What follows belongs to an exercise in optimizing a design on an open flow for small area, a short achievable clock period and few clock cycles; a production flow would make more cautious choices.
The RTL was checked by simulation tests, not by an equivalence proof against the original design.
Power and IR drop assume default switching activity.

==> build 11: inputs <==
Design mmrc_mix, start of the top module:
module mmrc_mix (
    input  wire        clk,
    input  wire        rst,           
    input  wire        cmd_valid,
    output wire        cmd_ready,
    input  wire [31:0] cmd_word,
    output wire        resp_valid,
    output wire [31:0] resp_word
);
clock: 16.0 ns
lec_check: 0
abc_area: 1
cap_margin: 20
core_margin: 2
core_utilization: 58
place_density: 0.7
slew_margin: 20
standard.sh (not shown) runs the stock make flow with config.mk's settings and CLKGATE_MAP_FILE= SYNTH_SCRIPT=/design/flow/synth_recipe.tcl, a recipe that flattens the netlist after the stock synthesis.
==> flow/flow/run.sh <==
#!/bin/bash
# The standard layout (standard synthesis, floorplan, placement, CTS, routing),
# run by the standard.sh. The floorplan step's timing repair (gate sizing,
# buffer removal, pin swaps on the synthesised netlist) is asked to leave a
# setup margin of 10.5 ns, and the repair after CTS and global routing a margin
# of 9.5 ns, so the netlist is sized for a shorter achieved period than the
# clock's. The clock period and the constraints are the design's. Each
# standard.sh call's output is in its own log; ORFS keeps each step's log
# under orfs/logs.
set -euo pipefail
bash standard.sh SETUP_SLACK_MARGIN=10.5 synth floorplan > standard_floorplan.log 2>&1
bash standard.sh SETUP_SLACK_MARGIN=9.5 finish > standard.log 2>&1
==> trial 27: changes against build 11 <==
--- a/flow/flow/run.sh
+++ b/flow/flow/run.sh
@@ -5,3 +5,3 @@
 # setup margin of 10.5 ns, and the repair after CTS and global routing a margin
-# of 9.5 ns, so the netlist is sized for a shorter achieved period than the
+# of 9.0 ns, so the netlist is sized for a shorter achieved period than the
 # clock's. The clock period and the constraints are the design's. Each
@@ -11,2 +11,2 @@
 bash standard.sh SETUP_SLACK_MARGIN=10.5 synth floorplan > standard_floorplan.log 2>&1
-bash standard.sh SETUP_SLACK_MARGIN=9.5 finish > standard.log 2>&1
+bash standard.sh SETUP_SLACK_MARGIN=9.0 finish > standard.log 2>&1
- CORE_UTILIZATION: 58 -> 64
- PLACE_DENSITY: 0.7 -> 0.75
- TNS_END_PERCENT: default -> 0
==> build 69: changes against build 11 <==
==> flow/flow/run.sh (replaced) <==
#!/bin/bash
# The standard layout (standard synthesis, floorplan, placement, CTS, routing),
# run by the standard.sh. The floorplan step's timing repair (gate sizing,
# buffer removal, pin swaps on the synthesised netlist) is asked to leave a
# setup margin of 11.5 ns, and the repair after CTS and global routing a margin
# of 9.0 ns, so the netlist is sized for a shorter achieved period than the
# clock's. The clock period and the constraints are the design's. Each
# standard.sh call's output is in its own log; ORFS keeps each step's log
# under orfs/logs.
set -euo pipefail
bash standard.sh SETUP_SLACK_MARGIN=11.5 synth floorplan > standard_floorplan.log 2>&1
bash standard.sh SETUP_SLACK_MARGIN=9.0 finish > standard.log 2>&1
==> results.txt <==
In build 11 the sequential share of layout area is lower than in trial 27, by 2.2 points. Via count: build 69 < trial 27 < build 11. Against build 11, the die area of trial 27 is smaller by 9.3%. Critical path depth: build 69 > build 11 > trial 27. Of trial 27 and build 11, trial 27 has the higher count of clock-buffer cells in the layout (gap 1). Register-to-register slack: trial 27 < build 69 < build 11. Maximum frequency, highest first: build 11, build 69, trial 27. In build 69 the setup slack is better than in trial 27, by 0.14 ns. In trial 27 the final area is smaller than in build 11, by 7.7%. Area after synthesis is the same in build 69 and build 11. Wire length, lowest first: build 69, trial 27, build 11.
==> figures <==
metric	build 11	trial 27	build 69
Status	no timing/DRC/antenna violations	no timing/DRC/antenna violations	no timing/DRC/antenna violations
Power in sequential cells	0.00208 W	0.00207 W	0.00207 W
Die ar.	90770 µm²	82370 µm²	90770 µm²
Initial antenna violation count	18	15	7
Power, Total	0.004778 W	0.004570 W	0.004678 W
Cell area reported after detailed placement	53130 µm²	52760 µm²	54750 µm²
Most common cell type on the critical path	fa_2	-	inv_2
Quantity of gates resized following cts	418	141	166
Slowest cell on the critical path	fa_2	clkdlybuf4s50_1	clkdlybuf4s50_1
Combinational share of power	15.8%	13.7%	15.0%
Slowest Stage Delay on Critical Path	0.59 ns	0.53 ns	0.56 ns
Final Cell Area	61430 µm²	56720 µm²	59030 µm²
Startpoint of the most critical setup path	qa[7]	pend	aq[6]
Leak Pwr	25.97 nW	24.10 nW	24.49 nW
Vias per cell	6.269	6.484	6.240
Met2 track demand over resource in global routing	66.65%	70.15%	64.02%
Horizontal die dimension	301.3 µm	287 µm	301.3 µm
First drt pass iteration count	8	9	7
Placement Rows	109	103	109
Endpoint of the worst register-to-register path	c1[15]	v1[15]	g1[14]
Max FO, Critical Path	4	21	6
Worst path arrival time	3.86 ns	4.14 ns	3.99 ns
Slack of the worst reg-to-reg path	9.59 ns	8.94 ns	9.06 ns
Testbench counts of build 11, summed over its fixed seeds: cycles 18,407.
Testbench counts of trial 27, summed over its fixed seeds: cycles 18,407.
Testbench counts of build 69, summed over its fixed seeds: cycles 18,407.

## port drivers added, routing unchanged
Ports are ideal in the flow. The routed layouts listed here were re-timed in OpenROAD. Step 1: set_driving_cell puts a clkbuf_16 on clk and a buf_2 on each other input, an assumption about the parent block. Step 2 also shifts input and output timing later by t, the mid clock arrival at the registers, as if the neighbouring blocks saw the same clock. Three values: ideal, step 1, step 2; two values: the first two.
| run | t (ns) | setup WS [ns] | slew at the worst register clock pin (ns) |
|---|---|---|---|
| build 11 | 0.739 | 8.943 / 8.867 / 8.928 | 0.07 / 0.07 |
| trial 27 | 0.717 | 8.662 / 8.592 / 8.212 | 0.07 / 0.07 |
| build 69 | 0.725 | 8.806 / 8.734 / 8.349 | 0.07 / 0.07 |
After both steps every run listed still meets setup and hold. The setup slack of build 69, which loses most, moves by -0.072 ns with the drivers and by -0.457 ns with both steps.
